What follows belongs to an exercise in optimizing a design on an open flow for small area, a short achievable clock period and few clock cycles; a production flow would make more cautious choices. Function was not checked in any run shown here: the RTL went through the layout flow alone. Power figures rest on the tool's default switching activity, not on a simulated workload.

## design.v

```verilog
`timescale 1ns/1ps
module symcodec_rx (
    input  wire        clk,
    input  wire        rst,
    input  wire        in_valid,
    output wire        in_ready,
    input  wire [63:0] in_data,     
    input  wire [3:0]  in_groups,   
    input  wire        in_last,     
    output reg         out_valid,
    output reg  [7:0]  out_byte,
    output reg  [2:0]  out_kind,    
    output reg         done,
    output wire [1:0]  res,         
    output wire [3:0]  cause,       
    output wire        chkmis,
    output wire [15:0] clean_bits,
    output wire [15:0] n_bytes,
    output wire [31:0] pre,
    output wire [15:0] len,
    output wire [7:0]  stored_chk,
    output wire [7:0]  calc_chk,
    output wire [15:0] bad_index,
    output wire [5:0]  bad_win
);
    localparam [2:0] K_PRE = 3'd0, K_LEN = 3'd1, K_PAY = 3'd2, K_CHK = 3'd3, K_TRAIL = 3'd4;
    function [4:0] dec6;
        input [5:0] cw;
        begin
            case (cw)
                6'd13: dec6 = {1'b1, 4'h0};
                6'd14: dec6 = {1'b1, 4'h1};
                6'd19: dec6 = {1'b1, 4'h2};
                6'd21: dec6 = {1'b1, 4'h3};
                6'd22: dec6 = {1'b1, 4'h4};
                6'd25: dec6 = {1'b1, 4'h5};
                6'd26: dec6 = {1'b1, 4'h6};
                6'd28: dec6 = {1'b1, 4'h7};
                6'd35: dec6 = {1'b1, 4'h8};
                6'd37: dec6 = {1'b1, 4'h9};
                6'd38: dec6 = {1'b1, 4'hA};
                6'd41: dec6 = {1'b1, 4'hB};
                6'd42: dec6 = {1'b1, 4'hC};
                6'd44: dec6 = {1'b1, 4'hD};
                6'd49: dec6 = {1'b1, 4'hE};
                6'd50: dec6 = {1'b1, 4'hF};
                default: dec6 = 5'd0;
            endcase
        end
    endfunction
    function [5:0] rev6;
        input [5:0] v;
        rev6 = {v[0], v[1], v[2], v[3], v[4], v[5]};
    endfunction
    assign in_ready = 1'b1;
    reg [7:0] s1_cl;         
    reg [7:0] s1_b;          
    reg       s1_last;
    integer k;
    reg [7:0] cl_in;
    reg [7:0] b_in;
    always @(*) begin
        for (k = 0; k < 8; k = k + 1) begin
            cl_in[k] = in_valid && (in_groups > k) &&
                       ((in_data[8*k +: 8] == 8'h00) || (in_data[8*k +: 8] == 8'hFF));
            b_in[k]  = in_data[8*k];
        end
    end
    always @(posedge clk) begin
        s1_b <= b_in;
        if (rst) begin
            s1_cl   <= 8'd0;
            s1_last <= 1'b0;
        end else begin
            s1_cl   <= cl_in;
            s1_last <= in_valid && in_last;
        end
    end
    reg [7:0] s2_c;          
    reg [3:0] s2_n;          
    reg       s2_last;
    reg [2:0] pos [0:7];     
    reg [7:0] c_cmp;
    reg [3:0] n_cmp;
    integer j;
    always @(*) begin
        pos[0] = 3'd0;
        for (k = 1; k < 8; k = k + 1)
            pos[k] = pos[k-1] + {2'd0, s1_cl[k-1]};
        n_cmp = {1'b0, pos[7]} + {3'd0, s1_cl[7]};
        for (j = 0; j < 8; j = j + 1) begin
            c_cmp[j] = 1'b0;
            for (k = j; k < 8; k = k + 1)
                if (s1_cl[k] && pos[k] == j) c_cmp[j] = c_cmp[j] | s1_b[k];
        end
    end
    always @(posedge clk) begin
        s2_c <= c_cmp;
        if (rst) begin
            s2_n    <= 4'd0;
            s2_last <= 1'b0;
        end else begin
            s2_n    <= n_cmp;
            s2_last <= s1_last;
        end
    end
    reg [4:0] acc;           
    reg [2:0] acc_n;         
    reg [11:0] s3_w;         
    reg [1:0]  s3_nw;        
    reg [3:0]  s3_n;         
    reg        s3_last;
    reg [12:0] seq;
    reg [3:0]  tot;
    reg [1:0]  nw;
    reg [4:0]  acc_nx;
    reg [2:0]  accn_nx;
    always @(*) begin
        for (j = 0; j < 13; j = j + 1) begin
            if (j < acc_n)
                seq[j] = (j < 5) ? acc[j] : 1'b0;
            else if (j - acc_n < 8)
                seq[j] = s2_c[j - acc_n];
            else
                seq[j] = 1'b0;
        end
        tot = {1'b0, acc_n} + s2_n;
        if (tot >= 4'd12) begin
            nw      = 2'd2;
            acc_nx  = {4'd0, seq[12]};
            accn_nx = tot[2:0] - 3'd4;        
        end else if (tot >= 4'd6) begin
            nw      = 2'd1;
            acc_nx  = seq[10:6];
            accn_nx = tot[2:0] - 3'd6;        
        end else begin
            nw      = 2'd0;
            acc_nx  = seq[4:0];
            accn_nx = tot[2:0];
        end
    end
    always @(posedge clk) begin
        acc  <= acc_nx;
        s3_w <= seq[11:0];
        if (rst) begin
            acc_n   <= 3'd0;
            s3_nw   <= 2'd0;
            s3_n    <= 4'd0;
            s3_last <= 1'b0;
        end else begin
            acc_n   <= s2_last ? 3'd0 : accn_nx;
            s3_nw   <= nw;
            s3_n    <= s2_n;
            s3_last <= s2_last;
        end
    end
    reg        aborted;
    reg        have_low;
    reg [3:0]  low_nib;
    reg [15:0] byte_cnt;
    reg [15:0] clean_cnt;
    reg [31:0] pre_r;
    reg [15:0] len_r;
    reg [7:0]  xor_r;
    reg [7:0]  stored_r;
    reg        got_chk;
    reg [5:0]  bad_r;
    wire        fresh   = done;
    wire        ab_b    = aborted  && !fresh;
    wire        hl_b    = have_low && !fresh;
    wire [15:0] bc_b    = fresh ? 16'd0 : byte_cnt;
    wire [15:0] cc_b    = fresh ? 16'd0 : clean_cnt;
    wire [7:0]  x_b     = fresh ? 8'd0  : xor_r;
    wire        gc_b    = got_chk  && !fresh;
    wire [5:0] w0 = s3_w[5:0];
    wire [5:0] w1 = s3_w[11:6];
    wire [4:0] d0 = dec6(w0);
    wire [4:0] d1 = dec6(w1);
    wire v0   = (s3_nw != 2'd0) && !ab_b;
    wire v1   = s3_nw[1];
    wire g0   = v0 && d0[4];
    wire g1   = g0 && v1 && d1[4];
    wire bad0 = v0 && !d0[4];
    wire bad1 = g0 && v1 && !d1[4];
    wire       byte_go  = hl_b ? g0 : g1;
    wire [7:0] new_byte = hl_b ? {d0[3:0], low_nib} : {d1[3:0], d0[3:0]};
    wire [15:0] chk_pos = len_r + 16'd6;
    reg  [2:0]  kind;
    always @(*) begin
        if (bc_b < 16'd4)          kind = K_PRE;
        else if (bc_b < 16'd6)     kind = K_LEN;
        else if (gc_b)             kind = K_TRAIL;
        else if (bc_b == chk_pos)  kind = K_CHK;
        else                       kind = K_PAY;
    end
    always @(posedge clk) begin
        if (byte_go) begin
            case (bc_b)
                16'd0: pre_r[7:0]   <= new_byte;
                16'd1: pre_r[15:8]  <= new_byte;
                16'd2: pre_r[23:16] <= new_byte;
                16'd3: pre_r[31:24] <= new_byte;
                16'd4: len_r[7:0]   <= new_byte;
                16'd5: len_r[15:8]  <= new_byte;
                default: ;
            endcase
            if (kind == K_CHK)
                stored_r <= new_byte;
        end
        if (bad0)
            bad_r <= rev6(w0);
        else if (bad1)
            bad_r <= rev6(w1);
        if (g0 && !(hl_b ^ g1))
            low_nib <= g1 ? d1[3:0] : d0[3:0];
        out_byte <= new_byte;
        out_kind <= kind;
        if (rst) begin
            aborted   <= 1'b0;
            have_low  <= 1'b0;
            byte_cnt  <= 16'd0;
            clean_cnt <= 16'd0;
            xor_r     <= 8'd0;
            got_chk   <= 1'b0;
            out_valid <= 1'b0;
            done      <= 1'b0;
        end else begin
            aborted   <= ab_b || bad0 || bad1;
            have_low  <= hl_b ^ g0 ^ g1;
            byte_cnt  <= bc_b + {15'd0, byte_go};
            clean_cnt <= cc_b + {12'd0, s3_n};
            xor_r     <= (byte_go && kind <= K_PAY) ? (x_b ^ new_byte) : x_b;
            got_chk   <= gc_b || (byte_go && kind == K_CHK);
            out_valid <= byte_go;
            done      <= s3_last;
        end
    end
    wire ok = !aborted && got_chk;
    wire mis = (stored_r != xor_r);
    assign res        = {!ok, 1'b1};
    assign cause      = aborted ? 4'd4 : !got_chk ? 4'd5 : mis ? 4'd3 : 4'd0;
    assign chkmis     = ok && mis;
    assign clean_bits = clean_cnt;
    assign n_bytes    = byte_cnt;
    assign pre        = ok ? pre_r    : 32'd0;
    assign len        = ok ? len_r    : 16'd0;
    assign stored_chk = ok ? stored_r : 8'd0;
    assign calc_chk   = ok ? xor_r    : 8'd0;
    assign bad_index  = {byte_cnt[14:0], have_low};
    assign bad_win    = bad_r;
endmodule
```

## run.sh

```bash
#!/bin/bash
# synth_recipe.tcl (not shown) runs the flow's synth.tcl, then flattens the netlist and writes it again
# the make line also repeats each setting of config.mk as NAME=value (left out here)
make -C /OpenROAD-flow-scripts/flow DESIGN_CONFIG=/design/flow/config.mk WORK_HOME=/design/flow/orfs CLKGATE_MAP_FILE= SYNTH_SCRIPT=/design/flow/synth_recipe.tcl finish
```

## config.mk

```make
export PLATFORM = sky130hd
export DESIGN_NAME = symcodec_rx
export DESIGN_NICKNAME = symcodec_rx
export VERILOG_FILES = /design/flow/design.v
export SDC_FILE = /design/flow/constraint.sdc
export NUM_CORES = 4
export LEC_CHECK = 0
export CAP_MARGIN = 20
export CORE_MARGIN = 2
export CORE_UTILIZATION = 40
export SLEW_MARGIN = 20
```

## constraint.sdc

```tcl
create_clock -name core_clock -period 5.0 [get_ports {clk}]
set_input_delay 1.0000 -clock core_clock [delete_from_list [all_inputs] [get_ports {clk}]]
set_output_delay 1.0000 -clock core_clock [all_outputs]
set_load 0.01 [all_outputs]
```

==> summary.md, run 1 <==
| Metric | Value |
|---|---|
| Slew margin rel. | `0.293` |
| Slew Limit Fails | `0` |
| Peak supply drop | `0.152 mV` |
| Min Tclk post-route | `3.81 ns` |
| I/O Pins | `approximately 210` |
| Post-synth EDFFs | `between 60 and 70` |
| CTS tree | `yes` |
| Commonest non-fill, non-tap cell in the layout | `clkdlybuf4s50_1` |
| Slew at the pin with the worst max-slew slack | `~1.1 ns` |
| ANT nets after route | `0` |
| Async SR Flop Fraction | `0` |
| Final design utilization | `0.518` |
| CTS Hold Bufs | `0` |
| Die area | `approximately 26000 um^2` |
| Antenna Cells | `0` |
| Initial DRC count | `529` |
| Via-to-Cell Ratio | `5.28` |
| Max Freq | `roughly 260 MHz` |
| Vias in the first global route | `between 7000 and 8000` |
| CORE AREA | `25000 um^2` |
| Synth-to-layout area growth | `28.5%` |
| Clock-pin slew on the worst setup and hold paths | `around 0.070 ns` |
| Pwr Density | `around 230 nW/um^2` |
| First-pass GRT wire length | `around 41000 um` |
| Hold Crit Class | `reg2reg` |
| Mapped Cells | `about 1100` |
| Setup violations, final | `0` |
| Worst-Skew Late Latency | `roughly 0.44 ns` |
| Sink Count | `approximately 180` |
| Pre-CTS WS | `~1.3 ns` |
| Fin nets | `around 1400` |
| CTS Root Cell | `clkbuf_16` |
| Largest net degree at the start of global routing | `39` |
| Leak | `4.65 nW` |
| Post-Syn Area per Cell | `about 9.6 um^2` |
| DIE WIDTH | `~160 um` |
| Synth warnings | `2` |
| RSZ-0062 raised after global routing | `false` |
| Buffers added on ports | `207` |
| Worst Path Max Fanout | `23` |
| DRC | `0` |
| Final period util | `0.762` |
| Initial antenna violation count | `0` |
| Initial Util | `0.403` |
| Max Cap Violations | `0` |
| Hold Violations, Final | `0` |
| DR pass1 iterations | `5` |
| WHS | `about 0.44 ns` |
| Setup crit end kind | `primary output` |
| Avg WL per Cell | `around 16 um` |
| Hpwl dp | `between 15000 and 20000 um` |
| CP Class | `reg2out` |
| H-tree Lvls | `4` |
| DR vias | `approximately 8300` |
| Critical path, cell by cell | `nor2b_2 -> clkinv_1 -> nor2_1 -> clkdlybuf4s50_1` |
| Worst endpoint required time | `about 4.0 ns` |
| Outcome | `timing/DRC/antenna clean` |
| Row count | `58` |
| Final RePlAce weighted congestion | `around 0.87` |
| Share of layout cells above drive strength 1 | `0.0748` |
| Maximum buffer depth of the clock tree | `2` |
| Overall power | `0.00296 W` |
| Setup Buffers After CTS | `0` |
| Share of the yosys chip area belonging to registers | `0.422` |
| Setup TNS | `0 ns` |
| Slowest cell on the critical path | `nor2b_2` |
| Most frequent cells in the layout | `206 x clkdlybuf4s50_1, 113 x dfxtp_1, 88 x nor2_1, 81 x nand2_1, 67 x and2_1` |
| Post-CTS Resized | `0` |
| Final WS setup | `between 1 and 1.5 ns` |
| Arr. time, crit path | `roughly 2.8 ns` |
| Global Route Usage Sum | `0.196` |
| Clk_skew | `~0.017 ns` |
| Synth Register Bits | `between 150 and 200` |
| Library cells used by synthesis | `between 80 and 90` |
| Die height | `163 um` |
| Ys flop type | `dfxtp_1` |
| WL final | `approximately 26000 um` |
| Max stage delay on crit path | `between 0.6 and 0.7 ns` |
| Overflow after GRT | `0` |
| Post-synthesis cell area | `between 10000 and 15000 um^2` |
| Total CTS buffers | `17` |
| Startpoint Class | `register` |
-- final cells by class --
class / count / area [um^2]
clock inverters: 15 / 189
flip-flops and latches: 179 / 4240
fillers: 2330 / 12000
inverters: 42 / 158
clock buffers: 17 / 425
repair buffers: 216 / 2130
well taps: 330 / 413
multi-input cells: 774 / 5360
-- worst paths after layout --
path / slack [ns] / depth (start not counted) / start / end
min reg2reg: 0.44 / 1 / s1_last$_SDFF_PP0_ / s2_last$_SDFF_PP0_
max: 1.19 / 4 / got_chk$_SDFF_PP0_ / len[1]
max reg2reg: 1.26 / 11 / s1_cl[2]$_SDFF_PP0_ / s2_c[1]$_DFF_P_
min: 0.44 / 1 / s1_last$_SDFF_PP0_ / s2_last$_SDFF_PP0_
-- kinds of logic (layout without fill, tap and decap cells) --
group,count (synthesis),count (layout),synth area share
other,2,3,0.000747
AO/OA/AOI/OAI,179,179,0.121
XOR/XNOR,55,55,0.0479
multiplexers,46,46,0.0608
AND/OR/NAND/NOR,442,442,0.237
adder cells (fa/ha/maj),49,49,0.0640
buffers and inverters,98,290,0.0462
flip-flops,179,179,0.422
-- Yosys cell counts, types with 3 or more instances --
library cell,instances,area share
dfxtp_1,113,0.22
nor2_1,88,0.033
nand2_1,81,0.030
and2_1,67,0.042
edfxtp_1,66,0.20
a21oi_1,59,0.029
ha_1,45,0.056
nor2b_1,39,0.024
inv_1,38,0.014
xnor2_1,38,0.033
o21ai_0,35,0.017
nand4_1,28,0.017
mux2i_1,24,0.024
nor3_1,23,0.011
clkbuf_1,22,0.0082
buf_4,21,0.016
nor4_1,21,0.013
and3_1,19,0.012
nand3_1,17,0.0085
xor2_1,17,0.015
nand2b_1,13,0.0081
nand3b_1,13,0.0097
mux2_2,11,0.012
mux4_2,11,0.025
buf_2,7,0.0035
or2_2,7,0.0044
or3_1,7,0.0044
a31oi_1,6,0.0037
o221ai_1,6,0.0052
o22ai_1,6,0.0037
o2bb2ai_1,6,0.0052
a211oi_1,5,0.0037
a21o_1,4,0.0030
buf_1,4,0.0015
fa_1,4,0.0080
nand4b_1,4,0.0035
o31ai_1,4,0.0030
a21boi_0,3,0.0022
inv_2,3,0.0011
nor3b_1,3,0.0022
o21bai_1,3,0.0022
o31a_1,3,0.0026
o32ai_1,3,0.0026
or3b_2,3,0.0026
-- registers in the layout, summed over array words and instances, names as in the netlist, 2 cells and up --
register / count
pre_r: 32
stored_r: 8
xor_r: 8
clean_cnt: 16
byte_cnt: 16
bad_r: 6
acc_n: 3
len_r: 16
s1_cl: 8
out_kind: 3
s2_n: 4
low_nib: 4
s2_c: 8
s3_w: 12
out_byte: 8
s3_nw: 2
acc: 5
s3_n: 4
s1_b: 8
-- layer usage --
layer / GRT usage / share of wire / up-vias
li1: - / - / 4100
met1: 0.243 / 0.43 / 3920
met2: 0.347 / 0.50 / 265
met3: 0.0374 / 0.055 / 28
met4: 0.0535 / 0.014 / 0
met5: 0 / 0 / -
-- report_power, final --
group          switching (W)  internal, W  leakage [nW]   total, W
Combinational      0.0000355    0.0000568          2.81  0.0000923
Clock               0.000676     0.000686         0.299    0.00136
Sequential        0.00000324      0.00150          1.53    0.00151
-- per-stage QoR --
step	cells	area, um^2
2_1_floorplan	1051	10100
5_1_grt	1573	12900
3_5_place_dp	1541	12300
3_3_place_gp	1541	12300
6_report	1573	12900
4_1_cts	1573	12900
-- critical path, delay by kind of cell (launching register included) --
kind | cells | cell delay, ns
buf+inv | 2 | 1.02
flops | 1 | 0.44
simple gates | 2 | 0.92
==> run 2: changes to the inputs <==
--- a/design.v
+++ b/design.v
@@ -54,3 +54,14 @@
     endfunction
+    function [7:0] join4;
+        input [3:0] a;
+        input [2:0] na;
+        input [3:0] b;
+        integer i;
+        begin
+            for (i = 0; i < 8; i = i + 1)
+                join4[i] = (i < na) ? a[i] : (i - na < 4) ? b[i - na] : 1'b0;
+        end
+    endfunction
     assign in_ready = 1'b1;
+    integer k, j;
     reg [7:0] s1_cl;         
@@ -58,14 +69,11 @@
     reg       s1_last;
-    integer k;
     reg [7:0] cl_in;
-    reg [7:0] b_in;
-    always @(*) begin
-        for (k = 0; k < 8; k = k + 1) begin
+    always @(*) begin
+        for (k = 0; k < 8; k = k + 1)
             cl_in[k] = in_valid && (in_groups > k) &&
                        ((in_data[8*k +: 8] == 8'h00) || (in_data[8*k +: 8] == 8'hFF));
-            b_in[k]  = in_data[8*k];
-        end
-    end
-    always @(posedge clk) begin
-        s1_b <= b_in;
+    end
+    always @(posedge clk) begin
+        for (k = 0; k < 8; k = k + 1)
+            s1_b[k] <= in_data[8*k];
         if (rst) begin
@@ -81,16 +89,24 @@
     reg       s2_last;
-    reg [2:0] pos [0:7];     
+    reg [1:0] pb [0:3];      
+    reg [1:0] pn [0:3];      
+    reg [3:0] qb [0:1];      
+    reg [2:0] qn [0:1];
     reg [7:0] c_cmp;
     reg [3:0] n_cmp;
-    integer j;
-    always @(*) begin
-        pos[0] = 3'd0;
-        for (k = 1; k < 8; k = k + 1)
-            pos[k] = pos[k-1] + {2'd0, s1_cl[k-1]};
-        n_cmp = {1'b0, pos[7]} + {3'd0, s1_cl[7]};
-        for (j = 0; j < 8; j = j + 1) begin
-            c_cmp[j] = 1'b0;
-            for (k = j; k < 8; k = k + 1)
-                if (s1_cl[k] && pos[k] == j) c_cmp[j] = c_cmp[j] | s1_b[k];
-        end
+    always @(*) begin
+        for (k = 0; k < 4; k = k + 1) begin
+            pb[k][0] = s1_cl[2*k] ? s1_b[2*k] : s1_b[2*k+1];
+            pb[k][1] = s1_b[2*k+1];
+            pn[k]    = {1'b0, s1_cl[2*k]} + {1'b0, s1_cl[2*k+1]};
+        end
+        for (k = 0; k < 2; k = k + 1) begin
+            qb[k][0] = (pn[2*k] != 2'd0) ? pb[2*k][0] : pb[2*k+1][0];
+            qb[k][1] = (pn[2*k] == 2'd2) ? pb[2*k][1] :
+                       (pn[2*k] == 2'd1) ? pb[2*k+1][0] : pb[2*k+1][1];
+            qb[k][2] = (pn[2*k] == 2'd2) ? pb[2*k+1][0] : pb[2*k+1][1];
+            qb[k][3] = pb[2*k+1][1];
+            qn[k]    = {1'b0, pn[2*k]} + {1'b0, pn[2*k+1]};
+        end
+        c_cmp = join4(qb[0], qn[0], qb[1]);
+        n_cmp = {1'b0, qn[0]} + {1'b0, qn[1]};
     end
@@ -166,3 +182,4 @@
     reg        got_chk;
-    reg [5:0]  bad_r;
+    reg        mis_r;        
+    reg [5:0]  bad_r;        
     wire        fresh   = done;
@@ -184,2 +201,3 @@
     wire bad1 = g0 && v1 && !d1[4];
+    wire bad  = bad0 || bad1;
     wire       byte_go  = hl_b ? g0 : g1;
@@ -187,31 +205,30 @@
     wire [15:0] chk_pos = len_r + 16'd6;
+    wire        at_pre  = (bc_b[15:2] == 14'd0);
+    wire        at_len  = (bc_b[15:1] == 15'd2);
+    wire        at_chk  = !at_pre && !at_len && !gc_b && (bc_b == chk_pos);
     reg  [2:0]  kind;
     always @(*) begin
-        if (bc_b < 16'd4)          kind = K_PRE;
-        else if (bc_b < 16'd6)     kind = K_LEN;
-        else if (gc_b)             kind = K_TRAIL;
-        else if (bc_b == chk_pos)  kind = K_CHK;
-        else                       kind = K_PAY;
-    end
-    always @(posedge clk) begin
-        if (byte_go) begin
-            case (bc_b)
-                16'd0: pre_r[7:0]   <= new_byte;
-                16'd1: pre_r[15:8]  <= new_byte;
-                16'd2: pre_r[23:16] <= new_byte;
-                16'd3: pre_r[31:24] <= new_byte;
-                16'd4: len_r[7:0]   <= new_byte;
-                16'd5: len_r[15:8]  <= new_byte;
-                default: ;
-            endcase
-            if (kind == K_CHK)
-                stored_r <= new_byte;
-        end
-        if (bad0)
-            bad_r <= rev6(w0);
-        else if (bad1)
-            bad_r <= rev6(w1);
+        if (at_pre)      kind = K_PRE;
+        else if (at_len) kind = K_LEN;
+        else if (gc_b)   kind = K_TRAIL;
+        else if (at_chk) kind = K_CHK;
+        else             kind = K_PAY;
+    end
+    wire ab_nx = ab_b || bad;
+    wire gc_nx = gc_b || (byte_go && at_chk);
+    wire clr   = s3_last && (ab_nx || !gc_nx);
+    wire [7:0] wr_byte = clr ? 8'd0 : new_byte;
+    always @(posedge clk) begin
+        if (clr || (byte_go && bc_b == 16'd0)) pre_r[7:0]   <= wr_byte;
+        if (clr || (byte_go && bc_b == 16'd1)) pre_r[15:8]  <= wr_byte;
+        if (clr || (byte_go && bc_b == 16'd2)) pre_r[23:16] <= wr_byte;
+        if (clr || (byte_go && bc_b == 16'd3)) pre_r[31:24] <= wr_byte;
+        if (clr || (byte_go && bc_b == 16'd4)) len_r[7:0]   <= wr_byte;
+        if (clr || (byte_go && bc_b == 16'd5)) len_r[15:8]  <= wr_byte;
+        if (clr || (byte_go && at_chk))        stored_r     <= wr_byte;
+        if (bad)
+            bad_r <= bad0 ? rev6(w0) : rev6(w1);
+        out_byte <= new_byte;
         if (g0 && !(hl_b ^ g1))
             low_nib <= g1 ? d1[3:0] : d0[3:0];
-        out_byte <= new_byte;
         out_kind <= kind;
@@ -224,2 +241,3 @@
             got_chk   <= 1'b0;
+            mis_r     <= 1'b0;
             out_valid <= 1'b0;
@@ -227,3 +245,3 @@
         end else begin
-            aborted   <= ab_b || bad0 || bad1;
+            aborted   <= ab_nx;
             have_low  <= hl_b ^ g0 ^ g1;
@@ -231,4 +249,13 @@
             clean_cnt <= cc_b + {12'd0, s3_n};
-            xor_r     <= (byte_go && kind <= K_PAY) ? (x_b ^ new_byte) : x_b;
-            got_chk   <= gc_b || (byte_go && kind == K_CHK);
+            if (clr)
+                xor_r <= 8'd0;
+            else if (byte_go && kind <= K_PAY)
+                xor_r <= x_b ^ new_byte;
+            else
+                xor_r <= x_b;
+            got_chk   <= gc_nx;
+            if (clr)
+                mis_r <= 1'b0;
+            else if (byte_go && at_chk)
+                mis_r <= (new_byte != x_b);
             out_valid <= byte_go;
@@ -237,13 +264,11 @@
     end
-    wire ok = !aborted && got_chk;
-    wire mis = (stored_r != xor_r);
-    assign res        = {!ok, 1'b1};
-    assign cause      = aborted ? 4'd4 : !got_chk ? 4'd5 : mis ? 4'd3 : 4'd0;
-    assign chkmis     = ok && mis;
+    assign res        = {aborted || !got_chk, 1'b1};
+    assign cause      = aborted ? 4'd4 : !got_chk ? 4'd5 : mis_r ? 4'd3 : 4'd0;
+    assign chkmis     = mis_r;
     assign clean_bits = clean_cnt;
     assign n_bytes    = byte_cnt;
-    assign pre        = ok ? pre_r    : 32'd0;
-    assign len        = ok ? len_r    : 16'd0;
-    assign stored_chk = ok ? stored_r : 8'd0;
-    assign calc_chk   = ok ? xor_r    : 8'd0;
+    assign pre        = pre_r;
+    assign len        = len_r;
+    assign stored_chk = stored_r;
+    assign calc_chk   = xor_r;
     assign bad_index  = {byte_cnt[14:0], have_low};
==> summary.md, run 2 <==
| Metric | Value |
|---|---|
| Ys flop type | `dfxtp_1` |
| Post-CTS Resized | `0` |
| CTS tree | `yes` |
| Max reg flops | `32` |
| Post-synth EDFFs | `66` |
| Antenna Cells | `0` |
| Mapped Cells | `approximately 1000` |
| Largest net degree at the start of global routing | `39` |
| Worst endpoint required time | `around 5 ns` |
| Buffers added on ports | `between 200 and 250` |
| ANT nets after route | `0` |
| Die height | `between 150 and 200 um` |
| Hold Violations, Final | `0` |
| Setup TNS | `0 ns` |
| Vias in the first global route | `between 7000 and 8000` |
| Initial antenna violation count | `0` |
| Outcome | `timing/DRC/antenna clean` |
| Final RePlAce weighted congestion | `~0.83` |
| CP Class | `reg2reg` |
| First-pass GRT wire length | `39200 um` |
| Worst-Skew Late Latency | `about 0.44 ns` |
| DR pass1 iterations | `5` |
| Slew margin rel. | `0.323` |
| Fin nets | `approximately 1300` |
| RSZ-0062 raised after global routing | `false` |
| Clk pwr share | `0.446` |
| Top cell type's share of synthesized area | `0.228` |
| Post-synthesis cell area | `9990 um^2` |
| Max Freq | `between 200 and 250 MHz` |
| Sw frac | `0.251` |
| DIE WIDTH | `about 160 um` |
| Hold Crit Class | `reg2reg` |
| Post-synth top cells | `114 x dfxtp_1, 106 x nor2_1, 66 x edfxtp_1` |
| Share of the yosys chip area belonging to registers | `0.427` |
| Final WS setup | `about 0.87 ns` |
| Count leader, synth | `dfxtp_1` |
| Peak supply drop | `0.154 mV` |
| Min Tclk post-route | `between 4 and 5 ns` |
| Leak | `~4.7 nW` |
| Library cells used by synthesis | `just under 90` |
| CTS Root Cell | `clkbuf_16` |
| Startpoint Class | `register` |
| Clk_skew | `between 0.01 and 0.015 ns` |
| Global Route Usage Sum | `0.184` |
| Avg WL per Cell | `approximately 16 um` |
| P_sw | `slightly below 0.0008 W` |
| I/O Pins | `211` |
| Critical path, cell by cell | `buf_4 -> nand2b_1 -> xor2_1 -> nand4_1 -> nor4_2 -> nand4b_1 -> a31oi_1 -> o21ai_0` |
| Setup crit end kind | `register` |
| DRC | `0` |
| Pwr Density | `241 nW/um^2` |
| Share of layout cells above drive strength 1 | `0.0630` |
| Most frequent cells in the layout | `207 x clkdlybuf4s50_1, 113 x dfxtp_1, 106 x nor2_1, 66 x edfxtp_1, 65 x nand2_1` |
| Max Cap Violations | `0` |
| Arr. time, crit path | `between 4 and 5 ns` |
| Overflow after GRT | `0` |
| Via-to-Cell Ratio | `5.26` |
| Setup violations, final | `0` |
| Setup Buffers After CTS | `0` |
| Total CTS buffers | `17` |
| Async SR Flop Fraction | `0` |
| Synth Register Bits | `between 150 and 200` |
| Synth warnings | `9` |
| Commonest non-fill, non-tap cell in the layout | `clkdlybuf4s50_1` |
| Maximum buffer depth of the clock tree | `2` |
| Max stage delay on crit path | `around 0.8 ns` |
| Synth-to-layout area growth | `28.0%` |
| Top cells by area, synth | `dfxtp_1 23%, edfxtp_1 20%, ha_1 5.5%` |
| Die area | `between 20000 and 30000 um^2` |
| Slew Limit Fails | `0` |
| H-tree Lvls | `4` |
| Clock-pin slew on the worst setup and hold paths | `0.08 ns` |
| Hpwl dp | `roughly 19000 um` |
| CTS Hold Bufs | `0` |
| Final period util | `0.825` |
| Register share of total power | `0.501` |
| Slowest cell on the critical path | `a31oi_1` |
| Sink Count | `180` |
| Initial Util | `0.410` |
| Worst Path Max Fanout | `38` |
| Pre-CTS WS | `0.789 ns` |
| Row count | `57` |
| CORE AREA | `between 20000 and 25000 um^2` |
| Yosys top cell by area | `dfxtp_1` |
| Comb pwr share | `0.054` |
| WL final | `roughly 25000 um` |
| Initial DRC count | `about 400` |
| WHS | `between 0.4 and 0.5 ns` |
| Post-Syn Area per Cell | `9.58 um^2` |
| DR vias | `roughly 8100` |
| Slew at the pin with the worst max-slew slack | `around 1.0 ns` |
| P_int | `roughly 0.0023 W` |
| Top reg by flops | `pre_r` |
[run 2: cell types whose count changed in the layout (fill, tap and decap cells not counted), sizes merged, moves of 12 or more]
cell and change:
and2 -54, inv +19, nor2 +18, nand2 -17, nand2b +14, and3 -12
[run 2: layout make-up]
type | count | area [um^2]
timing repair buffer | 212 | 2110
clock buffer | 17 | 425
sequential | 180 | 4270
tap | 324 | 405
clock inverter | 15 | 199
multi-input combinational | 737 | 5150
fill | 2297 | 11600
inverter | 62 | 233
[run 2: critical path, delay by kind of cell (launching register included)]
family                    cells  cell delay [ns]
AOI/OAI and AO/OA             2             1.45
and+or+nand+nor               4             0.93
DFF                           1             0.76
buffers and inverters         1             0.41
xor gates and xnor gates      1             0.17
[run 2: through the flow]
step | instance area [um^2] | instances | utilization | power [W]
global route | 12800 | 1547 | 0.524 | 0.00319
floorplan | 9990 | 1044 | - | 0.00165
finish | 12800 | 1547 | 0.524 | 0.00308
CTS | 12800 | 1546 | 0.524 | 0.00312
detailed placement | 12200 | 1514 | 0.498 | 0.00174
global placement | 12200 | 1514 | 0.498 | 0.00174
[run 2: final timing paths]
check                         start                   to  slack, ns  cells after the start
setup / recovery    done$_SDFF_PP0_  pre_r[29]$_DFFE_PP_       0.87                      8
hold / removal    acc[3]$_SDFF_PP0_      s3_w[3]$_DFF_P_       0.45                      2
setup reg to reg    done$_SDFF_PP0_  pre_r[29]$_DFFE_PP_       0.87                      8
hold reg to reg   acc[3]$_SDFF_PP0_      s3_w[3]$_DFF_P_       0.45                      2
[run 2: power by group through the flow]
stage          Combinational, W  Clock (W)  Sequential, W
4_1_cts                0.000166    0.00141        0.00154
6_report               0.000165    0.00137        0.00154
3_5_place_dp           0.000165          0        0.00158
2_1_floorplan         0.0000776          0        0.00157
3_3_place_gp           0.000163          0        0.00157
5_1_grt                0.000180    0.00147        0.00154
[run 2: layer usage]
metal,GRT usage,share of wire,routed length (um),vias up
li1,-,-,-,4066
met1,0.238,0.45,11100,3825
met2,0.321,0.49,11900,230
met3,0.0342,0.052,1280,22
met4,0.0418,0.010,251,0
met5,0,0,0,-
[run 2: cells by family (layout without fill, tap and decap cells)]
logic type / Yosys count / in the layout / share of synthesized area
flops: 180 / 180 / 0.427
fa+ha+maj: 51 / 51 / 0.0691
xor+xnor: 43 / 43 / 0.0377
compound gates: 193 / 193 / 0.132
mux: 51 / 51 / 0.0648
simple gates: 396 / 396 / 0.211
other cells: 2 / 3 / 0.000752
buf+inv: 127 / 306 / 0.0581
==> run 3: changes to the inputs <==
--- a/design.v
+++ b/design.v
@@ -125,3 +125,6 @@
     reg [11:0] s3_w;         
-    reg [1:0]  s3_nw;        
+    reg        s3_g0;        
+    reg        s3_b0;        
+    reg        s3_g1;        
+    reg        s3_b1;        
     reg [3:0]  s3_n;         
@@ -157,2 +160,6 @@
     end
+    wire [4:0] dm0 = dec6(seq[5:0]);
+    wire [4:0] dm1 = dec6(seq[11:6]);
+    wire       m0  = dm0[4];
+    wire       m1  = dm1[4];
     always @(posedge clk) begin
@@ -162,3 +169,6 @@
             acc_n   <= 3'd0;
-            s3_nw   <= 2'd0;
+            s3_g0   <= 1'b0;
+            s3_b0   <= 1'b0;
+            s3_g1   <= 1'b0;
+            s3_b1   <= 1'b0;
             s3_n    <= 4'd0;
@@ -167,3 +177,6 @@
             acc_n   <= s2_last ? 3'd0 : accn_nx;
-            s3_nw   <= nw;
+            s3_g0   <= (nw != 2'd0) &&  m0;
+            s3_b0   <= (nw != 2'd0) && !m0;
+            s3_g1   <= nw[1] && m0 &&  m1;
+            s3_b1   <= nw[1] && m0 && !m1;
             s3_n    <= s2_n;
@@ -195,8 +208,6 @@
     wire [4:0] d1 = dec6(w1);
-    wire v0   = (s3_nw != 2'd0) && !ab_b;
-    wire v1   = s3_nw[1];
-    wire g0   = v0 && d0[4];
-    wire g1   = g0 && v1 && d1[4];
-    wire bad0 = v0 && !d0[4];
-    wire bad1 = g0 && v1 && !d1[4];
+    wire g0   = s3_g0 && !ab_b;
+    wire g1   = s3_g1 && !ab_b;
+    wire bad0 = s3_b0 && !ab_b;
+    wire bad1 = s3_b1 && !ab_b;
     wire bad  = bad0 || bad1;
@@ -205,5 +216,6 @@
     wire [15:0] chk_pos = len_r + 16'd6;
-    wire        at_pre  = (bc_b[15:2] == 14'd0);
-    wire        at_len  = (bc_b[15:1] == 15'd2);
-    wire        at_chk  = !at_pre && !at_len && !gc_b && (bc_b == chk_pos);
+    wire        at_pre  = fresh || (byte_cnt[15:2] == 14'd0);
+    wire        at_len  = !fresh && (byte_cnt[15:1] == 15'd2);
+    wire        at_chk  = !fresh && !got_chk && ((byte_cnt[15:3] != 13'd0) || (byte_cnt[2] && byte_cnt[1])) &&
+                          (byte_cnt == chk_pos);
     reg  [2:0]  kind;
--- a/config.mk
+++ b/config.mk
@@ -7,5 +7,7 @@
 export LEC_CHECK = 0
+export ABC_CLOCK_PERIOD_IN_PS = 2000
 export CAP_MARGIN = 20
 export CORE_MARGIN = 2
-export CORE_UTILIZATION = 40
+export CORE_UTILIZATION = 50
+export SETUP_SLACK_MARGIN = 2.6
 export SLEW_MARGIN = 20
==> summary.md, run 3 <==
| Metric | Value |
|---|---|
| Outcome | `timing/DRC/antenna clean` |
| Maximum buffer depth of the clock tree | `2` |
| CTS tree | `yes` |
| FF/Latch Area | `approximately 4600 um^2` |
| Hpwl dp | `approximately 18000 um` |
| Die area | `around 21000 um^2` |
| Commonest non-fill, non-tap cell in the layout | `clkdlybuf4s50_1` |
| Slowest cell on the critical path | `edfxtp_1` |
| Leak | `5.98 nW` |
| Die height | `approximately 150 um` |
| Post-Syn Area per Cell | `between 9 and 10 um^2` |
| Max Freq | `between 300 and 400 MHz` |
| Final WS setup | `2.12 ns` |
| DIE WIDTH | `about 150 um` |
| Avg WL per Cell | `approximately 19 um` |
| Buffers and inverters on the worst path | `3` |
| Synth warnings | `9` |
| Multi-input gate area | `~6000 um^2` |
| Max Cap Violations | `0` |
| Fin nets | `1435` |
| CTS Hold Bufs | `0` |
| Worst Path Max Fanout | `7` |
| Library cells used by synthesis | `approximately 80` |
| DRC | `0` |
| Synth-to-layout area growth | `50.4%` |
| RSZ-0062 raised after global routing | `true` |
| Slew at the pin with the worst max-slew slack | `approximately 0.76 ns` |
| Ys flop type | `dfxtp_1` |
| ANT nets after route | `0` |
| Hold Crit Class | `reg2reg` |
| Worst-Skew Late Latency | `about 0.44 ns` |
| Largest net degree at the start of global routing | `38` |
| Initial Util | `0.512` |
| Max stage delay on crit path | `0.46 ns` |
| DR pass1 iterations | `5` |
| Critical path, cell by cell | `buf_4 -> xor2_1 -> xnor2_2 -> or3_4 -> nor4_4 -> o2111ai_4 -> o211a_4 -> buf_12 -> buf_8 -> nor3_4` |
| DR vias | `9179` |
| Synth Register Bits | `190` |
| Top reg by flops | `pre_r` |
| Critical path depth in cells | `10` |
| Hold Crit Depth | `1` |
| Overflow after GRT | `0` |
| Setup crit end kind | `register` |
| Async SR Flop Fraction | `0` |
| Most frequent cells in the layout | `145 x clkdlybuf4s50_1, 97 x buf_4, 88 x dfxtp_1, 71 x nor2_1, 66 x edfxtp_1` |
| Final RePlAce weighted congestion | `about 0.9` |
| Filler cells | `between 1000 and 1500` |
| Arr. time, crit path | `roughly 3.1 ns` |
| Clk_skew | `0.0183 ns` |
| Antenna Cells | `0` |
| Startpoint Class | `register` |
| Pwr Density | `213 nW/um^2` |
| Yosys top cell by area | `dfxtp_1` |
| Mapped Cells | `about 1000` |
| Final design utilization | `0.771` |
| Share of the yosys chip area belonging to registers | `0.446` |
| WL final | `between 20000 and 30000 um` |
| Post-route cell area | `15000 um^2` |
| Global Route Usage Sum | `0.261` |
| Initial DRC count | `about 670` |
| CP delay by family, top | `simple AND/OR/NAND/NOR gates` |
| I/O Pins | `211` |
| Setup violations, final | `0` |
| Buffers added on ports | `roughly 210` |
| First-pass GRT wire length | `roughly 45000 um` |
| CP Class | `reg2reg` |
| CTS Root Cell | `clkbuf_16` |
| Clock-pin slew on the worst setup and hold paths | `approximately 0.070 ns` |
| Sink Count | `190` |
| Max reg flops | `32` |
| Slew margin rel. | `0.486` |
| Count leader, synth | `dfxtp_1` |
| Setup TNS | `0 ns` |
| Via-to-Cell Ratio | `5.78` |
| Slew Limit Fails | `0` |
| Peak supply drop | `0.238 mV` |
| Total CTS buffers | `17` |
| Share of layout cells above drive strength 1 | `0.294` |
| Worst endpoint required time | `approximately 5.2 ns` |
| Post-synth EDFFs | `between 60 and 70` |
| Top cell type's share of synthesized area | `0.248` |
| Final period util | `0.575` |
| Min Tclk post-route | `2.88 ns` |
| Post-synth top cells | `124 x dfxtp_1, 77 x nor2_1, 66 x edfxtp_1` |
| Post-synthesis cell area | `~10000 um^2` |
| Vias in the first global route | `slightly below 9000` |
| Initial antenna violation count | `0` |
| Pre-CTS WS | `approximately 1.7 ns` |
| Top cells by area, synth | `dfxtp_1 25%, edfxtp_1 20%, ha_1 5.6%` |
| CORE AREA | `between 15000 and 20000 um^2` |
| WHS | `0.478 ns` |
| R2R depth | `10` |
| Row count | `51` |
| DP Area | `12400 um^2` |
| Hold Violations, Final | `0` |
| H-tree Lvls | `4` |
## run 3: final timing paths
check | startpoint | endpoint | slack [ns]
hold reg to reg | s1_last$_SDFF_PP0_ | s2_last$_SDFF_PP0_ | 0.48
hold / removal | s1_last$_SDFF_PP0_ | s2_last$_SDFF_PP0_ | 0.48
setup / recovery | len_r[6]$_DFFE_PP_ | len_r[9]$_DFFE_PP_ | 2.12
setup reg to reg | len_r[6]$_DFFE_PP_ | len_r[9]$_DFFE_PP_ | 2.12
## run 3: cell type report
class                      instances  share of cell area
clock inverter                    15              0.0123
multi-input combinational        693               0.397
tap                              265              0.0220
sequential                       190               0.303
inverter                          65              0.0188
timing repair buffer             343               0.219
clock buffer                      17              0.0283
## run 3: metrics by stage
step	cells	power, W
final	1588	0.00320
after global placement	1423	0.00182
after detailed placement	1423	0.00183
after floorplan	1004	0.00173
after global routing	1588	0.00329
after CTS	1559	0.00319
## run 3: layer usage
layer,global-route usage,wire length [um],share of wire
met1,0.311,11700,0.39
met4,0.0985,937,0.032
met2,0.466,15100,0.51
met3,0.0517,1830,0.062
met5,0,0,0
## run 3: logic make-up (layout without fill, tap and decap cells)
family | after synthesis | after routing | share of synthesized area
XOR/XNOR | 54 | 54 | 0.0473
multiplexers | 59 | 59 | 0.0713
AO/OA/AOI/OAI | 181 | 183 | 0.118
adder cells (fa/ha/maj) | 53 | 53 | 0.0723
AND/OR/NAND/NOR | 341 | 341 | 0.187
other | 2 | 3 | 0.000751
flip-flops | 190 | 190 | 0.446
buffers and inverters | 123 | 440 | 0.0575
## run 3: report_power, final
group          internal, W  leakage [nW]  switching, W  total, W
clock             0.000680         0.294      0.000682   0.00136
combinational     0.000130          4.06      0.000103  0.000233
sequential         0.00159          1.63     0.0000127   0.00161
total              0.00240          5.98      0.000798   0.00320
## run 3: repair_timing
| action | CTS | global route |
|---|---|---|
| setup endpoints to repair | 240 | 176 |
| gates resized for setup | 200 | 96 |
| gates cloned | 3 | 0 |
| setup buffers | 101 | 29 |
| pin swaps | 49 | 44 |
==> run 4: changes to the inputs <==
--- a/config.mk
+++ b/config.mk
@@ -7,3 +7,3 @@
 export LEC_CHECK = 0
-export ABC_CLOCK_PERIOD_IN_PS = 2000
+export ABC_AREA = 1
 export CAP_MARGIN = 20
@@ -11,3 +11,2 @@
 export CORE_UTILIZATION = 50
-export SETUP_SLACK_MARGIN = 2.6
 export SLEW_MARGIN = 20
==> summary.md, run 4 <==
| Metric | Value |
|---|---|
| Worst-Skew Late Latency | `around 0.44 ns` |
| Setup TNS | `0 ns` |
| Top cells by area, synth | `dfxtp_1 25%, edfxtp_1 20%, nand2_1 9.4%` |
| Mapped Cells | `~1200` |
| Worst Path Max Fanout | `10` |
| Library cells used by synthesis | `55` |
| Most used cell, CP | `nand2_1` |
| Total CTS buffers | `17` |
| Worst hold start | `s2_last$_SDFF_PP0_` |
| Count leader, synth | `nand2_1` |
| Row count | `a little over 50` |
| Setup crit end kind | `register` |
| Sink Count | `190` |
| Post-synthesis cell area | `approximately 9900 um^2` |
| Slew margin rel. | `0.419` |
| WL final | `roughly 24000 um` |
| Vias in the first global route | `slightly above 8000` |
| Slowest cell on the critical path | `dfxtp_1` |
| Via-to-Cell Ratio | `around 5.1` |
| Maximum buffer depth of the clock tree | `2` |
| Yosys top cell by area | `dfxtp_1` |
| Post-synth EDFFs | `66` |
| CORE AREA | `between 15000 and 20000 um^2` |
| Hold Violations, Final | `0` |
| Max reg flops | `32` |
| Final RePlAce weighted congestion | `0.883` |
| Clk_skew | `0.0141 ns` |
| Largest net degree at the start of global routing | `32` |
| Reg-to-Reg Start | `acc_n[1]$_SDFF_PP0_` |
| Top reg by flops | `pre_r` |
| DR pass1 iterations | `5` |
| Arr. time, crit path | `3.73 ns` |
| Slew Limit Fails | `0` |
| First-pass GRT wire length | `roughly 39000 um` |
| Max Cap Violations | `0` |
| Max stage delay on crit path | `around 0.58 ns` |
| CTS Root Cell | `clkbuf_16` |
| Overall power | `0.00319 W` |
| Outcome | `timing/DRC/antenna clean` |
| ANT nets after route | `0` |
| Startpoint Class | `register` |
| Commonest non-fill, non-tap cell in the layout | `nand2_1` |
| Final period util | `0.679` |
| Initial antenna violation count | `0` |
| Pwr Density | `between 200 and 300 nW/um^2` |
| Critical path, cell by cell | `inv_1 -> ha_1 -> inv_2 -> a21oi_1 -> a221o_1 -> nand2_1 -> or2_2 -> ha_1 -> inv_1 -> nand2_1 -> nand2_1 -> nand2_1 -> nand2_1 -> a21oi_1 -> nand2_1 -> nand2_1 -> nor2_1` |
| Synth-to-layout area growth | `29.1%` |
| Peak supply drop | `between 0.2 and 0.25 mV` |
| Leak | `around 5.3 nW` |
| Synth Register Bits | `190` |
| Initial DRC count | `484` |
| Crit path launch | `acc_n[1]$_SDFF_PP0_` |
| Max Freq | `295 MHz` |
| Synth warnings | `9` |
| Async SR Flop Fraction | `0` |
| H-tree Lvls | `4` |
| Overflow after GRT | `0` |
| Hold Crit Class | `reg2reg` |
| Fin nets | `~1600` |
| Post-CTS Resized | `0` |
| DIE WIDTH | `between 100 and 150 um` |
| Share of layout cells above drive strength 1 | `0.0575` |
| Post-synth top cells | `248 x nand2_1, 179 x inv_1, 155 x nor2_1` |
| Share of the yosys chip area belonging to registers | `0.453` |
| Top cell type's share of synthesized area | `0.252` |
| Min Tclk post-route | `approximately 3.4 ns` |
| Global Route Usage Sum | `0.237` |
| Die height | `144 um` |
| Buffers added on ports | `207` |
| Setup violations, final | `0` |
| Antenna Cells | `0` |
| I/O Pins | `211` |
| Post-Syn Area per Cell | `between 8 and 9 um^2` |
| CTS Hold Bufs | `0` |
| Initial Util | `0.508` |
| Worst endpoint required time | `about 5.3 ns` |
| Most frequent cells in the layout | `248 x nand2_1, 207 x clkdlybuf4s50_1, 179 x inv_1, 155 x nor2_1, 124 x dfxtp_1` |
| Avg WL per Cell | `around 14 um` |
| RSZ-0062 raised after global routing | `false` |
| Hpwl dp | `about 19000 um` |
| DRC | `0` |
| Die area | `around 21000 um^2` |
| Setup Buffers After CTS | `0` |
| CP Class | `reg2reg` |
| Clock-pin slew on the worst setup and hold paths | `around 0.080 ns` |
| CTS tree | `yes` |
| Ys flop type | `dfxtp_1` |
| Slew at the pin with the worst max-slew slack | `~0.87 ns` |
| DR vias | `8768` |
## run 4: path summary, 6_finish.rpt
check / cells after the start / slack [ns] / to
min: 2 / 0.43 / s3_last$_SDFF_PP0_
max: 17 / 1.61 / s3_g1$_SDFF_PP0_
min reg2reg: 2 / 0.43 / s3_last$_SDFF_PP0_
max reg2reg: 17 / 1.61 / s3_g1$_SDFF_PP0_
## run 4: power breakdown
group          switching [W]  leakage [nW]  internal [W]
Clock               0.000686         0.302      0.000713
Sequential        0.00000821          1.62       0.00161
Combinational      0.0000905          3.39     0.0000880
## run 4: stage by stage
stage	utilization	hold slack (ns)	area [um^2]	instances	setup WS, ns
finish	0.656	0.430	12700	1709	1.61
global route	0.656	0.450	12700	1709	1.23
CTS	0.656	0.432	12700	1709	1.65
detailed placement	0.624	0.420	12100	1677	1.68
global placement	0.623	0.418	12100	1677	1.74
floorplan	-	0.388	9870	1233	2.10
## run 4: critical path: cells and delay by family (launching register included)
| family | cells | cell delay (ns) |
|---|---|---|
| AOI/OAI and AO/OA | 3 | 0.57 |
| and+or+nand+nor | 9 | 0.84 |
| adders and majority gates | 2 | 0.84 |
| buffers and inverters | 3 | 0.45 |
| DFF | 1 | 0.58 |
## run 4: final cells by class
type | instances | area [um^2]
Clock buffer | 18 | 450
Clock inverter | 14 | 181
Fill cell | 1706 | 6670
Inverter | 188 | 706
Multi-Input combinational cell | 822 | 4490
Sequential cell | 190 | 4460
Tap cell | 265 | 332
Timing Repair Buffer | 212 | 2110
## run 4: kinds of logic after synthesis
logic type | Yosys count | synth area share
simple gates | 564 | 0.252
buf+inv | 221 | 0.0932
flops | 190 | 0.453
compound gates | 168 | 0.0967
fa+ha+maj | 53 | 0.0733
xor+xnor | 28 | 0.0249
mux | 6 | 0.00685
other cells | 2 | 0.000761
## run 4: routing by layer
metal / track usage / wire [um] / share of wire / vias to the layer above
li1: - / - / - / 4428
met1: 0.285 / 10500 / 0.43 / 4044
met2: 0.427 / 11900 / 0.49 / 252
met3: 0.0394 / 1140 / 0.047 / 44
met4: 0.0869 / 675 / 0.028 / 0
met5: 0 / 0 / 0 / -
==> run 5: changes to the inputs <==
--- a/config.mk
+++ b/config.mk
@@ -7,6 +7,5 @@
 export LEC_CHECK = 0
-export ABC_AREA = 1
 export CAP_MARGIN = 20
 export CORE_MARGIN = 2
-export CORE_UTILIZATION = 50
+export CORE_UTILIZATION = 40
 export SLEW_MARGIN = 20
==> summary.md, run 5 <==
| Metric | Value |
|---|---|
| Outcome | `timing/DRC/antenna clean` |
| Peak supply drop | `slightly above 0.2 mV` |
| Reg-to-reg critical path endpoint | `s3_b0$_SDFF_PP0_` |
| Setup crit end kind | `register` |
| CTS Hold Bufs | `0` |
| I/O Pins | `211` |
| Clock-pin slew on the worst setup and hold paths | `about 0.08 ns` |
| Die area | `26300 um^2` |
| DRC | `0` |
| Max Freq | `approximately 280 MHz` |
| Slew Limit Fails | `0` |
| Leak | `~4.7 nW` |
| Arr. time, crit path | `roughly 3.9 ns` |
| Pwr Density | `251 nW/um^2` |
| Hold Crit Depth | `1` |
| Setup violations, final | `0` |
| WHS | `0.479 ns` |
| Post-synth top cells | `124 x dfxtp_1, 77 x nor2_1, 66 x edfxtp_1` |
| R2R depth | `10` |
| Total CTS buffers | `17` |
| Synth-to-layout area growth | `28.5%` |
| DR vias | `between 8000 and 9000` |
| Worst-Skew Late Latency | `approximately 0.44 ns` |
| Avg WL per Cell | `about 16 um` |
| Share of the yosys chip area belonging to registers | `0.446` |
| Fin nets | `between 1000 and 1500` |
| Die height | `between 150 and 200 um` |
| Sw frac | `0.255` |
| ANT nets after route | `0` |
| Top cell type's share of synthesized area | `0.248` |
| Overflow after GRT | `0` |
| Top cells by area, synth | `dfxtp_1 25%, edfxtp_1 20%, ha_1 5.6%` |
| CP Class | `reg2reg` |
| Async SR Flop Fraction | `0` |
| Worst Path Max Fanout | `13` |
| DR pass1 iterations | `6` |
| WL final | `25000 um` |
| Min Tclk post-route | `3.61 ns` |
| Slew at the pin with the worst max-slew slack | `between 1 and 1.5 ns` |
| Row count | `57` |
| Synth Register Bits | `190` |
| Sink Count | `190` |
| Mapped Cells | `approximately 1000` |
| Comb pwr share | `0.053` |
| RSZ-0062 raised after global routing | `false` |
| P_int | `about 0.0024 W` |
| Clk_skew | `0.0131 ns` |
| Via-to-Cell Ratio | `5.31` |
| Ys flop type | `dfxtp_1` |
| Commonest non-fill, non-tap cell in the layout | `clkdlybuf4s50_1` |
| Post-synth EDFFs | `66` |
| Critical Path End | `s3_b0$_SDFF_PP0_` |
| Register share of total power | `0.500` |
| Setup slack, reg-to-reg | `approximately 1.4 ns` |
| DIE WIDTH | `about 160 um` |
| Worst hold start | `s2_n[2]$_SDFF_PP0_` |
| Max reg flops | `32` |
| Buffers added on ports | `slightly above 200` |
| Maximum buffer depth of the clock tree | `2` |
| Post-route cell area | `~13000 um^2` |
| Startpoint Class | `register` |
| Library cells used by synthesis | `between 70 and 80` |
| Post-synthesis cell area | `10000 um^2` |
| Final period util | `0.722` |
| Share of layout cells above drive strength 1 | `0.0687` |
| Slew margin rel. | `0.327` |
| P_sw | `0.000822 W` |
| Uppermost routed layer | `met4` |
| First-pass GRT wire length | `around 40000 um` |
| Max Cap Violations | `0` |
| Setup Buffers After CTS | `0` |
| DP Area | `roughly 12000 um^2` |
| CTS tree | `yes` |
| Clk pwr share | `0.447` |
| Post-Syn Area per Cell | `approximately 10 um^2` |
| Final RePlAce weighted congestion | `between 0.8 and 0.9` |
| CTS Root Cell | `clkbuf_16` |
| M1 wire length | `~11000 um` |
| Reg-to-Reg Start | `acc_n[1]$_SDFF_PP0_` |
| Crit path launch | `acc_n[1]$_SDFF_PP0_` |
| Routed length on met2 | `between 10000 and 15000 um` |
| Worst endpoint required time | `5.33 ns` |
| H-tree Lvls | `4` |
| Post-CTS Resized | `0` |
| Yosys top cell by area | `dfxtp_1` |
| Hold Violations, Final | `0` |
| Largest net degree at the start of global routing | `38` |
| Initial antenna violation count | `0` |
| Initial DRC count | `about 430` |
| Hold Crit Class | `reg2reg` |
| Antenna Cells | `0` |
| Global Route Usage Sum | `0.190` |
| Setup TNS | `0 ns` |
| Initial Util | `0.409` |
| Vias in the first global route | `about 7600` |
| Synth warnings | `9` |
| Top reg by flops | `pre_r` |
| Metal3 WL | `1340 um` |
| Count leader, synth | `dfxtp_1` |
| Hpwl dp | `between 15000 and 20000 um` |
| Most frequent cells in the layout | `207 x clkdlybuf4s50_1, 124 x dfxtp_1, 77 x nor2_1, 66 x edfxtp_1` |
| CORE AREA | `approximately 24000 um^2` |
==> run 5: cell count changes in the layout (fill, tap and decap cells not counted), moves of 16 or more <==
| cell | delta |
|---|---|
| inv_1 | -116 |
| mux2i_1 | +33 |
| nand2_1 | -193 |
| nand3_1 | -26 |
| nor2_1 | -78 |
| nor2b_1 | +30 |
| o21ai_0 | -21 |
| o21ai_1 | -16 |
| xnor2_1 | +25 |
==> run 5: per-layer routing <==
| metal | vias to the layer above | global-route usage |
|---|---|---|
| met5 | - | 0 |
| met4 | 0 | 0.0595 |
| met2 | 229 | 0.321 |
| met3 | 34 | 0.0335 |
| met1 | 3810 | 0.250 |
| li1 | 3975 | - |
==> run 5: logic make-up (layout without fill, tap and decap cells) <==
| group | count (synthesis) | count (layout) | share of synthesized area |
|---|---|---|---|
| adders and majority gates | 53 | 53 | 0.0723 |
| DFF | 190 | 190 | 0.446 |
| xor gates and xnor gates | 54 | 54 | 0.0473 |
| and+or+nand+nor | 341 | 341 | 0.187 |
| buffers and inverters | 123 | 312 | 0.0575 |
| muxes | 59 | 59 | 0.0713 |
| other | 2 | 3 | 0.000751 |
| AOI/OAI and AO/OA | 181 | 181 | 0.118 |
==> run 5: area by class of cell <==
cell class | instances | area, um^2
inverters | 65 | 244
repair buffers | 215 | 2130
well taps | 324 | 405
multi-input cells | 691 | 4970
clock buffers | 17 | 425
clock inverters | 15 | 221
fillers | 2200 | 11600
flip-flops and latches | 190 | 4460
==> run 5: critical path, stage by stage, from the launching register on <==
cell	delay, ns
dfxtp_1	0.65
inv_1	0.23
ha_1	0.61
mux4_2	0.57
nand3_1	0.09
o21ai_0	0.21
ha_1	0.41
nand2b_1	0.18
mux2i_1	0.21
o21ai_0	0.14
and3b_1	0.21
==> run 5: worst min path at each step <==
stage | end
after floorplan | s2_last$_SDFF_PP0_
after global placement | s3_n[3]$_SDFF_PP0_
after detailed placement | s2_last$_SDFF_PP0_
after CTS | s3_n[0]$_SDFF_PP0_
after global routing | s3_n[0]$_SDFF_PP0_
final | s3_n[2]$_SDFF_PP0_
==> run 5: metrics by stage <==
step	instances	total power, W	utilization	worst slack [ns]
finish	1517	0.00323	0.526	1.39
global route	1517	0.00334	0.526	1.10
CTS	1517	0.00326	0.526	1.40
detailed placement	1485	0.00182	0.499	1.44
global placement	1485	0.00182	0.499	1.52
floorplan	1004	0.00173	-	1.79
==> run 5: power groups by stage <==
stage | sequential, W | clock [W] | combinational, W
global placement | 0.00165 | 0 | 0.000170
detailed placement | 0.00165 | 0 | 0.000172
CTS | 0.00162 | 0.00147 | 0.000172
finish | 0.00162 | 0.00144 | 0.000171
global route | 0.00162 | 0.00154 | 0.000187
floorplan | 0.00165 | 0 | 0.0000767
==> run 6: changes to the inputs <==
--- a/design.v
+++ b/design.v
@@ -197,2 +197,3 @@
     reg [5:0]  bad_r;        
+    reg        chk_r;
     wire        fresh   = done;
@@ -215,7 +216,8 @@
     wire [7:0] new_byte = hl_b ? {d0[3:0], low_nib} : {d1[3:0], d0[3:0]};
-    wire [15:0] chk_pos = len_r + 16'd6;
+    wire        is6     = (byte_cnt == 16'd6);
+    wire        ge7     = (byte_cnt[15:3] != 13'd0) || (byte_cnt[2:0] == 3'd7);
     wire        at_pre  = fresh || (byte_cnt[15:2] == 14'd0);
     wire        at_len  = !fresh && (byte_cnt[15:1] == 15'd2);
-    wire        at_chk  = !fresh && !got_chk && ((byte_cnt[15:3] != 13'd0) || (byte_cnt[2] && byte_cnt[1])) &&
-                          (byte_cnt == chk_pos);
+    wire        at_chk  = !fresh && !got_chk &&
+                          (is6 ? (len_r == 16'd0) : (ge7 && chk_r));
     reg  [2:0]  kind;
@@ -246,2 +248,4 @@
         out_kind <= kind;
+        if (byte_go)
+            chk_r <= (byte_cnt == len_r + 16'd5);
         if (rst) begin
--- a/config.mk
+++ b/config.mk
@@ -7,5 +7,6 @@
 export LEC_CHECK = 0
+export ABC_AREA = 1
 export CAP_MARGIN = 20
 export CORE_MARGIN = 2
-export CORE_UTILIZATION = 40
+export CORE_UTILIZATION = 50
 export SLEW_MARGIN = 20
==> summary.md, run 6 <==
| Metric | Value |
|---|---|
| Die area | `slightly above 20000 um^2` |
| Count leader, synth | `nand2_1` |
| DR vias | `between 8000 and 9000` |
| Total CTS buffers | `17` |
| Outcome | `timing/DRC/antenna clean` |
| Most frequent cells in the layout | `213 x nand2_1, 207 x clkdlybuf4s50_1, 158 x inv_1, 144 x nor2_1, 124 x dfxtp_1` |
| Top cells by area, synth | `dfxtp_1 25%, edfxtp_1 21%, nand2_1 8.2%` |
| ANT nets after route | `0` |
| Comb pwr share | `0.055` |
| Share of layout cells above drive strength 1 | `0.0713` |
| Setup Buffers After CTS | `0` |
| P_sw | `between 0.0008 and 0.0009 W` |
| Maximum buffer depth of the clock tree | `2` |
| Hold Crit Class | `reg2reg` |
| Hpwl dp | `18500 um` |
| Hold Violations, Final | `0` |
| Max reg flops | `32` |
| Slew Limit Fails | `0` |
| Share of the yosys chip area belonging to registers | `0.459` |
| Mapped Cells | `roughly 1200` |
| DRC | `0` |
| Die height | `between 100 and 150 um` |
| Largest net degree at the start of global routing | `29` |
| Setup crit end kind | `register` |
| Post-synth EDFFs | `67` |
| WL final | `between 20000 and 25000 um` |
| Uppermost routed layer | `met4` |
| Buffers added on ports | `~210` |
| Pre-CTS WS | `roughly 1.4 ns` |
| M1 wire length | `10600 um` |
| Post-synth top cells | `213 x nand2_1, 158 x inv_1, 144 x nor2_1` |
| Worst-Skew Late Latency | `roughly 0.44 ns` |
| H-tree Lvls | `4` |
| Worst endpoint required time | `approximately 5.3 ns` |
| Yosys top cell by area | `dfxtp_1` |
| Sw frac | `0.253` |
| Overflow after GRT | `0` |
| CORE AREA | `around 19000 um^2` |
| Async SR Flop Fraction | `0` |
| CTS Root Cell | `clkbuf_16` |
| DR pass1 iterations | `7` |
| Slew margin rel. | `0.379` |
| Leak | `about 5.2 nW` |
| Clk pwr share | `0.442` |
| RSZ-0062 raised after global routing | `false` |
| Peak supply drop | `around 0.26 mV` |
| Clk_skew | `about 0.017 ns` |
| CTS Hold Bufs | `0` |
| Most used cell, CP | `nor2_1` |
| P_int | `about 0.0024 W` |
| Ys flop type | `dfxtp_1` |
| Max stage delay on crit path | `around 0.94 ns` |
| Min Tclk post-route | `3.55 ns` |
| First-pass GRT wire length | `~38000 um` |
| Final WS setup | `between 1 and 1.5 ns` |
| Pwr Density | `around 250 nW/um^2` |
| Metal3 WL | `between 1000 and 1500 um` |
| DIE WIDTH | `144 um` |
| Synth Register Bits | `approximately 190` |
| Sink Count | `191` |
| I/O Pins | `around 210` |
| Slew at the pin with the worst max-slew slack | `0.931 ns` |
| Via-to-Cell Ratio | `5.08` |
| Post-Syn Area per Cell | `a little over 8 um^2` |
| Register share of total power | `0.503` |
| Overall power | `between 0.003 and 0.004 W` |
| Avg WL per Cell | `about 14 um` |
| Final period util | `0.710` |
| Max Freq | `282 MHz` |
| Library cells used by synthesis | `57` |
| Top cell type's share of synthesized area | `0.253` |
| Synth warnings | `9` |
| Critical path, cell by cell | `nor2_1 -> inv_2 -> nand2_1 -> o21ai_2 -> ha_1 -> ha_1 -> nand2_1 -> nor2_1 -> nand4_1 -> nor3_1 -> nand3_1 -> nor2_1 -> a21oi_1 -> o21a_1` |
| Row count | `between 50 and 60` |
| Post-CTS Resized | `0` |
| Setup TNS | `0 ns` |
| Startpoint Class | `register` |
| CTS tree | `yes` |
| Commonest non-fill, non-tap cell in the layout | `nand2_1` |
| Max Cap Violations | `0` |
| Setup violations, final | `0` |
| Initial antenna violation count | `0` |
| Fin nets | `1500` |
| Slowest cell on the critical path | `dfxtp_1` |
| Routed length on met2 | `between 10000 and 15000 um` |
| Synth-to-layout area growth | `29.3%` |
| Initial Util | `0.507` |
| Vias in the first global route | `between 7000 and 8000` |
| CP Class | `reg2reg` |
| Arr. time, crit path | `between 3 and 4 ns` |
| Final RePlAce weighted congestion | `about 0.91` |
| Global Route Usage Sum | `0.235` |
| Clock-pin slew on the worst setup and hold paths | `approximately 0.08 ns` |
| Post-synthesis cell area | `around 9800 um^2` |
| Initial DRC count | `roughly 500` |
| Top reg by flops | `pre_r` |
| Antenna Cells | `0` |
| Worst Path Max Fanout | `23` |
-- run 6: changes by cell type after synthesis, moves of 10 or more --
cell | previous run | this run
o21ai_0 | 35 | 51
clkbuf_1 | 21 | 6
nand2_1 | 55 | 213
nand2b_1 | 10 | 0
mux2i_1 | 33 | 0
xnor2_1 | 31 | 7
nor2_1 | 77 | 144
inv_1 | 63 | 158
mux2_2 | 17 | 6
nor2b_1 | 31 | 0
nand3_1 | 31 | 61
-- run 6: path summary, 6_finish.rpt --
path                                         start                 endpoint  slack [ns]  cells after the start
worst max-delay path               done$_SDFF_PP0_  byte_cnt[14]$_SDFF_PP0_        1.45                     14
worst min-delay path            s1_last$_SDFF_PP0_       s2_last$_SDFF_PP0_        0.42                      2
worst max register to register     done$_SDFF_PP0_  byte_cnt[14]$_SDFF_PP0_        1.45                     14
worst min register to register  s1_last$_SDFF_PP0_       s2_last$_SDFF_PP0_        0.42                      2
-- run 6: logic make-up (layout without fill, tap and decap cells) --
logic type / count (synthesis) / count (layout) / share of synthesized area
adders and majority gates: 52 / 52 / 0.0718
muxes: 6 / 6 / 0.00690
AOI/OAI and AO/OA: 159 / 159 / 0.0946
DFF: 191 / 191 / 0.459
xor gates and xnor gates: 37 / 37 / 0.0331
and+or+nand+nor: 527 / 527 / 0.245
other: 2 / 3 / 0.000767
buffers and inverters: 205 / 414 / 0.0890
-- run 6: power groups by stage --
stage               combinational (W)  clock [W]  sequential, W
finish                       0.000177    0.00143        0.00162
global route                 0.000195    0.00152        0.00163
CTS                          0.000177    0.00145        0.00162
detailed placement           0.000176          0        0.00166
global placement             0.000174          0        0.00166
floorplan                   0.0000811          0        0.00166
-- run 6: cell type report --
type / instances / area (um^2)
Clock inverter: 15 / 220
Sequential cell: 191 / 4490
Multi-Input combinational cell: 784 / 4440
Tap cell: 265 / 332
Timing Repair Buffer: 212 / 2110
Fill cell: 1678 / 6670
Inverter: 170 / 643
Clock buffer: 17 / 425
-- run 6: per-stage QoR --
step / area, um^2 / cells / hold slack (ns) / util
2_1_floorplan: 9800 / 1180 / 0.388 / -
3_3_place_gp: 12000 / 1622 / 0.419 / 0.622
3_5_place_dp: 12000 / 1622 / 0.421 / 0.622
4_1_cts: 12700 / 1654 / 0.425 / 0.655
5_1_grt: 12700 / 1654 / 0.433 / 0.655
6_report: 12700 / 1654 / 0.416 / 0.655
-- run 6: critical path: cells and delay by family (launching register included) --
kind	cells	cell delay, ns
and+or+nand+nor	8	1.33
DFF	1	0.94
AOI/OAI and AO/OA	3	0.59
adders and majority gates	2	0.44
buffers and inverters	1	0.14
-- run 6: per-layer routing --
metal	global-route usage	vias to the layer above
met1	0.292	3861
li1	-	4288
met3	0.0325	35
met4	0.0759	0
met2	0.423	218
met5	0	-

==> separate check: timing with driven ports <==
In the flow no input, the clock included, has a driving cell. The finished layouts below were timed again as built, in two steps. Step 1 assumes that a clkbuf_16 drives the clock port and a buf_2 every other input. Step 2, shift: input delay + t, output delay - t, t = (earliest + latest rising clock arrival at the registers) / 2. This alone moves slack from input paths to output paths. Three values: no drivers, after step 1, after step 2; two values: the first two.
run | t, ns | setup slack, ns | clock arrival spread, ns | pins driven straight from the clock port
run 1 | 0.479 | 1.190 / 1.144 / 1.263 | 0.017 / 0.017 | 1
run 2 | 0.465 | 0.873 / 0.873 / 0.873 | 0.014 / 0.014 | 1
run 3 | 0.481 | 2.125 / 2.125 / 2.076 | 0.019 / 0.020 | 1
run 4 | 0.477 | 1.606 / 1.606 / 1.606 | 0.016 / 0.017 | 1
run 5 | 0.480 | 1.390 / 1.390 / 1.390 | 0.013 / 0.013 | 1
run 6 | 0.476 | 1.448 / 1.448 / 1.448 | 0.018 / 0.019 | 1
After both steps setup and hold are still met in every run listed. The setup slack of run 3, which loses most, moves by 0.000 ns with the drivers and by -0.049 ns with both steps.
